Context: an optimization exercise on an open-source flow, tuned for a short achievable clock period and few clock cycles per item. The choices shown serve that exercise and are no tape-out recipe. In this exercise RTL edits were held to simulation tests only and were not proved equivalent to the original. No activity file was given, so power comes from the tool's default toggle rates.

== the reference run ==
## rlc_decoder
module rlc_decoder (
    input  wire        clk,
    input  wire        rst,           
    input  wire        arm,
    input  wire [5:0]  cfg_dw,        
    input  wire [4:0]  cfg_c,         
    input  wire [15:0] cfg_limit,     
    input  wire [6:0]  cfg_ratio,     
    output wire        idle,
    input  wire        rx_valid,
    input  wire [7:0]  rx_data,
    output wire        rx_ready,
    output wire        out_valid,
    input  wire        out_ready,
    output wire [31:0] out_data,
    output wire        out_pre,
    output wire        done,
    output wire        done_err,
    output wire [31:0] total_samples,
    output wire [31:0] delay_value
);
==> flow/config.mk <==
export PLATFORM = sky130hd
export DESIGN_NAME = rlc_decoder
export DESIGN_NICKNAME = rlc_decoder
export VERILOG_FILES = /design/flow/design.v
export SDC_FILE = /design/flow/constraint.sdc
export NUM_CORES = 4
export LEC_CHECK = 0
export ABC_CLOCK_PERIOD_IN_PS = 2500
export CAP_MARGIN = 20
export CORE_MARGIN = 2
export CORE_UTILIZATION = 40
export SETUP_SLACK_MARGIN = 5
export SLEW_MARGIN = 20
==> flow/constraint.sdc <==
create_clock -name core_clock -period 8.0 [get_ports {clk}]
set_input_delay 1.6000 -clock core_clock [delete_from_list [all_inputs] [get_ports {clk}]]
set_output_delay 1.6000 -clock core_clock [all_outputs]
set_load 0.01 [all_outputs]
run.sh (not shown) runs the stock make flow with config.mk's settings and CLKGATE_MAP_FILE= SYNTH_SCRIPT=/design/flow/synth_recipe.tcl, a recipe that flattens the netlist after the stock synthesis.
Testbench counts of the reference run, summed over its fixed seeds: cycles 33,159, items 24,455.
diff inputs: the reference run => the trial run
- ABC_CLOCK_PERIOD_IN_PS removed (was 2500)
- SETUP_SLACK_MARGIN removed (was 5)
Findings:
The reference run -> the trial run: number of buffers other than clock buffers in the final layout decreased by more than a quarter. Max fmax across the trial run and the reference run: the reference run. In the reports for the trial run and the reference run, the larger critical path depth in cells belongs to the trial run. Final area sits lower in the trial run than in the reference run.


== rev 12 ==
The RTL this note starts from:
==> flow/design.v <==
module rlc_decoder (
    input  wire        clk,
    input  wire        rst,           
    input  wire        arm,
    input  wire [5:0]  cfg_dw,        
    input  wire [4:0]  cfg_c,         
    input  wire [15:0] cfg_limit,     
    input  wire [6:0]  cfg_ratio,     
    output wire        idle,
    input  wire        rx_valid,
    input  wire [7:0]  rx_data,
    output wire        rx_ready,
    output wire        out_valid,
    input  wire        out_ready,
    output wire [31:0] out_data,
    output wire        out_pre,
    output wire        done,
    output wire        done_err,
    output wire [31:0] total_samples,
    output wire [31:0] delay_value
);
    localparam DEPTH = 8;
    localparam AW    = 3;
    reg         idle_q;
    reg         done_q;
    reg         err_q;
    reg         rx_ready_q;
    reg         rx_active_q;      
    reg  [5:0]  dw_q;
    reg  [4:0]  c_q;
    reg  [15:0] lim_q;
    reg  [6:0]  ratio_q;
    wire take = arm & idle_q;
    wire cfg_ok = (cfg_dw != 6'd0) && (cfg_dw <= 6'd32) && (cfg_c <= 5'd16) &&
                  (cfg_limit != 16'd0) && (cfg_ratio <= 7'd100);
    wire [6:0]  cfg_sum    = {1'b0, cfg_dw} + {2'b00, cfg_c};
    reg         rb1_q;        
    reg         rb2_q;        
    reg  [15:0] cmask_q;      
    integer j;
    always @(posedge clk) begin
        if (take) begin
            rb1_q <= (cfg_sum <= 7'd8);
            rb2_q <= (cfg_sum > 7'd8) && (cfg_sum <= 7'd16);
            for (j = 0; j < 16; j = j + 1)
                cmask_q[j] <= (j < cfg_c);
        end
    end
    wire [6:0]  sum_w      = {1'b0, dw_q} + {2'b00, c_q} + 7'd7;
    wire [2:0]  rb         = sum_w[5:3];                  
    wire [6:0]  dsum_w     = {1'b0, dw_q} + 7'd7;
    wire [2:0]  db         = dsum_w[5:3];                 
    wire [6:0]  rtop       = {1'b0, rb, 3'b000} - {2'b00, c_q};
    wire [6:0]  dtop       = {1'b0, db, 3'b000};
    reg  [5:0]  rl_sh_q;      
    reg  [6:0]  rtop_q, dtop_q;
    reg  [6:0]  ptop_q;       
    reg  [31:0] pmask_q;
    always @(posedge clk) begin
        rl_sh_q <= 6'd1 << (rb - 3'd2);
        rtop_q  <= rtop;
        dtop_q  <= dtop;
        ptop_q  <= (rtop_q < dtop_q) ? rtop_q : dtop_q;
        for (j = 0; j < 32; j = j + 1)
            pmask_q[j] <= (j < ptop_q);
    end
    reg  [17:0] pp0_q, pp1_q, pp2_q;    
    reg  [15:0] pp3_q;                  
    reg  [7:0]  rat_q;                  
    reg  [19:0] q0_q;
    reg  [18:0] q1_q;
    wire [23:0] dinit = {4'd0, q0_q} + {1'b0, q1_q, 4'd0};
    reg         mv1_q, mv2_q, mv3_q, m_valid_q;
    always @(posedge clk) begin
        pp0_q   <= lim_q * ratio_q[1:0];
        pp1_q   <= lim_q * ratio_q[3:2];
        pp2_q   <= lim_q * ratio_q[5:4];
        pp3_q   <= ratio_q[6] ? lim_q : 16'd0;
        rat_q   <= {1'b0, ratio_q} + 8'd100;
        q0_q    <= {2'd0, pp0_q} + {pp1_q, 2'b00};
        q1_q    <= {1'b0, pp2_q} + {1'b0, pp3_q, 2'b00};
    end
    reg  [5:0]  lane_q;       
    reg         lastb_q;      
    reg         lasts_q;      
    reg  [15:0] scnt_q;       
    reg  [47:0] w_q;
    wire lastb  = lastb_q;
    wire accept = rx_valid & rx_ready_q;
    wire compl  = accept & lastb;
    reg         cmpl_q;       
    reg         cmpl_last_q;  
    wire [47:0] w_sh    = w_q >> c_q;
    wire [31:0] x_data  = w_sh[31:0];            
    wire [15:0] x_code  = w_q[15:0] & cmask_q;
    wire        x_zero  = (x_code == 16'd0);
    reg  [31:0] f_data [0:DEPTH-1];
    reg  [15:0] f_code [0:DEPTH-1];
    reg         f_zero [0:DEPTH-1];
    reg         f_last [0:DEPTH-1];
    reg  [AW-1:0] wptr_q, rptr_q;
    reg  [AW:0]   cnt_q;
    wire        f_ne   = (cnt_q != 0);
    wire        h_v    = f_ne | cmpl_q;
    wire [31:0] h_data = f_ne ? f_data[rptr_q] : x_data;
    wire [15:0] h_code = f_ne ? f_code[rptr_q] : x_code;
    wire        h_zero = f_ne ? f_zero[rptr_q] : x_zero;
    wire        h_last = f_ne ? f_last[rptr_q] : cmpl_last_q;
    wire [AW+1:0] pend = {1'b0, cnt_q} + {{AW+1{1'b0}}, cmpl_q} +
                         {{AW+1{1'b0}}, (rx_ready_q & lastb)};
    wire room = (pend <= DEPTH - 1);
    reg         ov_q;
    reg  [31:0] od_q;         
    reg         opre_q;       
    reg  [31:0] od2_q;        
    reg         opre2_q;      
    reg  [15:0] rem_q;
    reg         olast_q;      
    reg         olsamp_q;     
    reg  [23:0] d_q;          
    reg         ld_q;
    reg  [15:0] lcode_q;
    reg         lpre_q;
    reg  [31:0] total_q, delay_q;
    wire pre_next = ~d_q[23] & (d_q[22:0] >= {15'd0, rat_q});   
    wire fire     = ov_q & out_ready;
    wire load     = ~ov_q | (out_ready & olast_q);
    wire ld       = load & h_v & m_valid_q;
    wire pop      = ld;         
    wire push     = cmpl_q;
    assign idle          = idle_q;
    assign rx_ready      = rx_ready_q;
    assign out_valid     = ov_q;
    assign out_data      = od_q;
    assign out_pre       = opre_q;
    assign done          = done_q;
    assign done_err      = err_q;
    assign total_samples = total_q;
    assign delay_value   = delay_q;
    always @(posedge clk) begin
        if (push) begin
            f_data[wptr_q] <= x_data;
            f_code[wptr_q] <= x_code;
            f_zero[wptr_q] <= x_zero;
            f_last[wptr_q] <= cmpl_last_q;
        end
    end
    always @(posedge clk) begin
        if (take) begin
            dw_q    <= cfg_dw;
            c_q     <= cfg_c;
            lim_q   <= cfg_limit;
            ratio_q <= cfg_ratio;
        end
        if (accept) begin
            if (lane_q[0]) w_q[7:0]   <= rx_data;
            if (lane_q[1]) w_q[15:8]  <= rx_data;
            if (lane_q[2]) w_q[23:16] <= rx_data;
            if (lane_q[3]) w_q[31:24] <= rx_data;
            if (lane_q[4]) w_q[39:32] <= rx_data;
            if (lane_q[5]) w_q[47:40] <= rx_data;
        end
        if (ld) begin
            od2_q    <= h_data & pmask_q;
            opre2_q  <= pre_next;
            lcode_q  <= h_code;
        end
        lpre_q <= pre_next;
        od_q   <= ld ? (h_data & pmask_q) : od2_q;
        opre_q <= ld ? pre_next : opre2_q;
        if (!ld) begin
            od2_q   <= od_q;
            opre2_q <= opre_q;
        end
        if (ld) begin
            rem_q    <= h_code;
            olast_q  <= h_zero;
            olsamp_q <= h_last;
        end else if (fire) begin
            rem_q    <= rem_q - 16'd1;
            olast_q  <= (rem_q == 16'd1);
        end
    end
    always @(posedge clk) begin
        if (rst) begin
            idle_q      <= 1'b1;
            done_q      <= 1'b0;
            err_q       <= 1'b0;
            rx_ready_q  <= 1'b0;
            rx_active_q <= 1'b0;
            lane_q      <= 6'd1;
            lastb_q     <= 1'b0;
            lasts_q     <= 1'b0;
            scnt_q      <= 16'd0;
            cmpl_q      <= 1'b0;
            cmpl_last_q <= 1'b0;
            wptr_q      <= {AW{1'b0}};
            rptr_q      <= {AW{1'b0}};
            cnt_q       <= {(AW+1){1'b0}};
            ov_q        <= 1'b0;
            mv1_q       <= 1'b0;
            mv2_q       <= 1'b0;
            mv3_q       <= 1'b0;
            m_valid_q   <= 1'b0;
            ld_q        <= 1'b0;
            total_q     <= 32'd0;
            delay_q     <= 32'd0;
        end else begin
            mv1_q     <= take & cfg_ok;
            mv2_q     <= mv1_q;
            mv3_q     <= mv2_q;
            m_valid_q <= take ? 1'b0 : (m_valid_q | mv3_q);
            if (take) begin
                idle_q      <= 1'b0;
                err_q       <= ~cfg_ok;
                done_q      <= ~cfg_ok;
                rx_ready_q  <= cfg_ok;
                rx_active_q <= cfg_ok;
                lane_q      <= 6'd1;
                lastb_q     <= (cfg_sum <= 7'd8);
                lasts_q     <= (cfg_limit == 16'd1);
                scnt_q      <= cfg_limit;
                total_q     <= 32'd0;
                delay_q     <= 32'd0;
            end else begin
                if (accept) begin
                    if (lastb) begin
                        lane_q  <= 6'd1;
                        lastb_q <= rb1_q;
                        scnt_q  <= scnt_q - 16'd1;
                        lasts_q <= (scnt_q == 16'd2);
                    end else begin
                        lane_q  <= {lane_q[4:0], 1'b0};
                        lastb_q <= lane_q[0] ? rb2_q : |(lane_q[5:1] & rl_sh_q[5:1]);
                    end
                end
                if (accept & lastb & lasts_q)
                    rx_active_q <= 1'b0;
                rx_ready_q <= rx_active_q & ~(accept & lastb & lasts_q) & room;
                if (mv3_q)
                    d_q <= dinit;
                else if (ld)
                    d_q <= d_q - 24'd100;
                if (ld)
                    ov_q <= 1'b1;
                else if (fire & olast_q)
                    ov_q <= 1'b0;
                done_q <= fire & olast_q & olsamp_q;
                if (done_q)
                    idle_q <= 1'b1;
                if (ld_q) begin
                    total_q <= total_q + {16'd0, lcode_q} + 32'd1;
                    if (lpre_q)
                        delay_q <= delay_q + {16'd0, lcode_q} + 32'd1;
                end
            end
            ld_q        <= ld;
            cmpl_q      <= compl;
            cmpl_last_q <= compl & lasts_q;
            if (push)
                wptr_q <= wptr_q + 1'b1;
            if (pop)
                rptr_q <= rptr_q + 1'b1;
            cnt_q <= cnt_q + {{AW{1'b0}}, push} - {{AW{1'b0}}, pop};
        end
    end
endmodule
==> flow/config.mk <==
export PLATFORM = sky130hd
export DESIGN_NAME = rlc_decoder
export DESIGN_NICKNAME = rlc_decoder
export VERILOG_FILES = /design/flow/design.v
export SDC_FILE = /design/flow/constraint.sdc
export NUM_CORES = 4
export LEC_CHECK = 0
export ABC_CLOCK_PERIOD_IN_PS = 2500
export CAP_MARGIN = 20
export CORE_MARGIN = 2
export CORE_UTILIZATION = 40
export SETUP_SLACK_MARGIN = 5
export SLEW_MARGIN = 20
==> flow/constraint.sdc <==
create_clock -name core_clock -period 8.0 [get_ports {clk}]
set_input_delay 1.6000 -clock core_clock [delete_from_list [all_inputs] [get_ports {clk}]]
set_output_delay 1.6000 -clock core_clock [all_outputs]
set_load 0.01 [all_outputs]
standard.sh (not shown) runs the stock make flow with config.mk's settings and CLKGATE_MAP_FILE= SYNTH_SCRIPT=/design/flow/synth_recipe.tcl, a recipe that flattens the netlist after the stock synthesis.
==> flow/flow/run.sh <==
#!/bin/bash
set -euo pipefail
bash standard.sh SETUP_SLACK_MARGIN=5.9 finish > orfs_make.log 2>&1
Rev 12 ended with every stage complete and zero timing, DRC or antenna violations.
Testbench counts of rev 12, summed over its fixed seeds: cycles 33,214, items 24,455.
Input changes introduced in rev 13 (baseline for comparison: rev 12):
==> flow/flow/run.sh <==
#!/bin/bash
set -euo pipefail
bash standard.sh SETUP_SLACK_MARGIN=5.6 finish > orfs_make.log 2>&1
[summary]
Compared with rev 12, rev 13 shows a higher power density of the placed cells.
Across both runs, pin count of the biggest net entering global routing was higher for rev 13 than for rev 12.
Of rev 13 and rev 12, the run reporting the higher insertion delay of the later-clocked pin in the worst-skew pair was rev 13.
Of rev 13 and rev 12, rev 13 shows the lower area of the multi-input gates, with rev 12 above it.
The higher layout overhead on the synthesized area came out of rev 12.

## static timing again, ports no longer ideal
How much do the figures lean on ideal ports? The routed layouts below were timed once more, with nothing changed but the port constraints.
Step 1 assumes that a clkbuf_16 drives the clock port and a buf_2 every other input.
Step 2 times the ports against the registers' clock, not the clock port: input delays grow and output delays shrink by t, the midpoint of the rising clock arrivals with the driver on.
Three values: ideal, step 1, step 2; two values: the first two.
run	shift t [ns]	setup slack, ns	pins driven straight from the clock port
the reference run	0.726	4.625 / 4.625 / 4.327	1
the trial run	0.722	3.804 / 3.804 / 3.804	1
rev 12	0.744	5.134 / 5.111 / 4.669	1
rev 13	0.768	5.138 / 5.107 / 4.629	1
After both steps every run listed still meets setup and hold. The setup slack of rev 13, which loses most, moves by -0.031 ns with the drivers and by -0.509 ns with both steps.
